Source: an optimization exercise on an open RTL-to-GDS flow (aim: small area). Production flows keep margins and buffers that such runs may drop. The RTL was checked by simulation tests, not by an equivalence proof against the original design. Power and IR drop assume default switching activity.

==> ember: inputs <==
Design pjon_rx, start of the top module:
module pjon_rx (
    input  wire        clk,
    input  wire        rst_n,           
    input  wire        cmd_valid,
    input  wire [31:0] cmd,
    input  wire [2:0]  ev_clr,
    input  wire        cfg_shared,
    input  wire        cfg_simplex,
    input  wire        cfg_router,
    input  wire [7:0]  device_id,
    input  wire [31:0] bus_id,
    input  wire [2:0]  irq_en,
    output reg  [2:0]  result_code,
    output reg         ev_deliver,
    output reg         ev_resp_valid,
    output reg         ev_overrun,
    output wire        rx_active,
    output wire        irq,
    output wire [31:0] result,
    output wire [7:0]  resp,
    output reg  [7:0]  meta_rx_id,
    output reg  [7:0]  meta_tx_id,
    output reg  [31:0] meta_rx_bus,
    output reg  [31:0] meta_tx_bus,
    output reg  [15:0] meta_header,
    output wire [15:0] rx_length,
    output wire [15:0] rx_count,
    output wire [15:0] rx_payoff,
    output wire [15:0] rx_paylen,
    output reg  [7:0]  crc8_acc,
    output wire [31:0] crc32_acc
);
    localparam [2:0] R_NONE    = 3'd0;
    localparam [2:0] R_ACK     = 3'd1;
    localparam [2:0] R_NAK     = 3'd2;
    localparam [2:0] R_FAIL    = 3'd3;
    localparam [2:0] R_BUSY    = 3'd4;
    localparam [2:0] R_ILLEGAL = 3'd6;
    function [7:0] crc8_step;
        input [7:0] acc;
        input [7:0] b;
        reg [7:0] t;
        begin
            t = acc ^ b;
            crc8_step[0] = t[2] ^ t[4] ^ t[5];
            crc8_step[1] = t[0] ^ t[3] ^ t[5] ^ t[6];
            crc8_step[2] = t[0] ^ t[1] ^ t[4] ^ t[6] ^ t[7];
            crc8_step[3] = t[0] ^ t[1] ^ t[4] ^ t[7];
            crc8_step[4] = t[0] ^ t[1] ^ t[4];
            crc8_step[5] = t[1] ^ t[2] ^ t[5];
  ...
clock: 12.0 ns
lec_check: 0
cap_margin: 20
core_margin: 2
core_utilization: 65
slew_margin: 20
standard.sh (not shown) runs the stock make flow with config.mk's settings and CLKGATE_MAP_FILE= SYNTH_SCRIPT=/design/flow/synth_recipe.tcl, a recipe that flattens the netlist after the stock synthesis.
==> flow/flow/run.sh <==
#!/bin/bash
# Own layout flow: the standard ORFS flow, with smaller port buffers
# (buf_1 instead of the default pick) and a clock tree built from small
# clock buffers in larger sink clusters, without dummy loads.
set -euo pipefail
W=$(pwd)
CTS="-sink_clustering_enable -repair_clock_nets -dont_use_dummy_load -sink_clustering_size 20 -sink_clustering_max_diameter 40 -buf_list {sky130_fd_sc_hd__clkbuf_2 sky130_fd_sc_hd__clkbuf_4 sky130_fd_sc_hd__clkbuf_8}"
bash standard.sh \
  BUFFER_PORTS_ARGS="-buffer_cell sky130_fd_sc_hd__buf_1" \
  CTS_ARGS="$CTS" \
  finish > "$W/standard_flow.log" 2>&1
==> yarrow: changes against ember <==
==> flow/flow/run.sh (replaced) <==
#!/bin/bash
# Own layout flow: the standard ORFS flow (standard.sh) with three changes
#  - synthesis maps logic with an area-oriented ABC script (flow/abc_map.script)
#    instead of ORFS's delay-oriented one; the rest of synthesis, and so the
#    registers, are unchanged;
#  - ports are buffered with buf_1 instead of the default buffer pick;
#  - the clock tree uses small clock buffers in sink clusters of up to 15,
#    without dummy loads.
# Each tool's output goes to a log file in this folder.
set -euo pipefail
W=$(pwd)
rm -rf "$W/scripts_mod"
cp -r "$FLOW_HOME/scripts" "$W/scripts_mod"
cp "$W/flow/abc_map.script" "$W/scripts_mod/abc_speed.script"
CTS="-sink_clustering_enable -repair_clock_nets -dont_use_dummy_load -sink_clustering_size 22 -sink_clustering_max_diameter 50 -buf_list {sky130_fd_sc_hd__clkbuf_2 sky130_fd_sc_hd__clkbuf_4 sky130_fd_sc_hd__clkbuf_8}"
bash standard.sh \
  SCRIPTS_DIR="$W/scripts_mod" \
  BUFFER_PORTS_ARGS="-buffer_cell sky130_fd_sc_hd__buf_1" \
  CTS_ARGS="$CTS" \
  finish > "$W/standard_flow.log" 2>&1
==> flow/flow/abc_map.script (new file) <==
strash
dc2
dch -f
map -a
mfs2
strash
dc2
dch -f
map -a
topo
- CORE_UTILIZATION: 65 -> 40
==> summary of the runs <==
Sequential power is about the same in yarrow and ember. Non-clock buffer count: yarrow is lower than ember (1). Of yarrow and ember, ember has the higher first-iteration DRC count (gap 36%, measured against ember). Against yarrow, the sequential share of layout area of ember is lower by 2.7 points. Against ember, the utilization of yarrow is lower by 27 points. Of ember and yarrow, yarrow has the higher wire length (gap about 5%, measured against yarrow). Between ember and yarrow, the lower critical path depth is in ember (gap 15). Against ember, the worst hold slack of yarrow is higher by 0.012 ns. In yarrow the die area is larger than in ember, by 45%. Between ember and yarrow, the lower global-route usage is in yarrow (gap 9.1 points).

separate check: timing with driven ports:
The flow's constraints put no driver on any port. The routed layouts listed below were extracted and timed again, unchanged, in two steps.
Step 1: set_driving_cell puts a clkbuf_16 on clk and a buf_2 on each other input, an assumption about the parent block.
Step 2, shift: input delay + t, output delay - t, t = (earliest + latest rising clock arrival at the registers) / 2. This alone moves slack from input paths to output paths.
Slacks: ideal / step 1 / step 2; pairs: ideal / step 1.
run	t (ns)	setup WS [ns]	hold WS [ns]	cell pins on the clock port's net
ember	0.582	5.009 / 5.029 / 4.447	0.438 / 0.438 / 0.438	1
yarrow	0.613	3.090 / 3.115 / 2.502	0.450 / 0.450 / 0.450	1
After both steps setup and hold are still met in every run listed. The setup slack of yarrow, which loses most, moves by +0.025 ns with the drivers and by -0.588 ns with both steps.
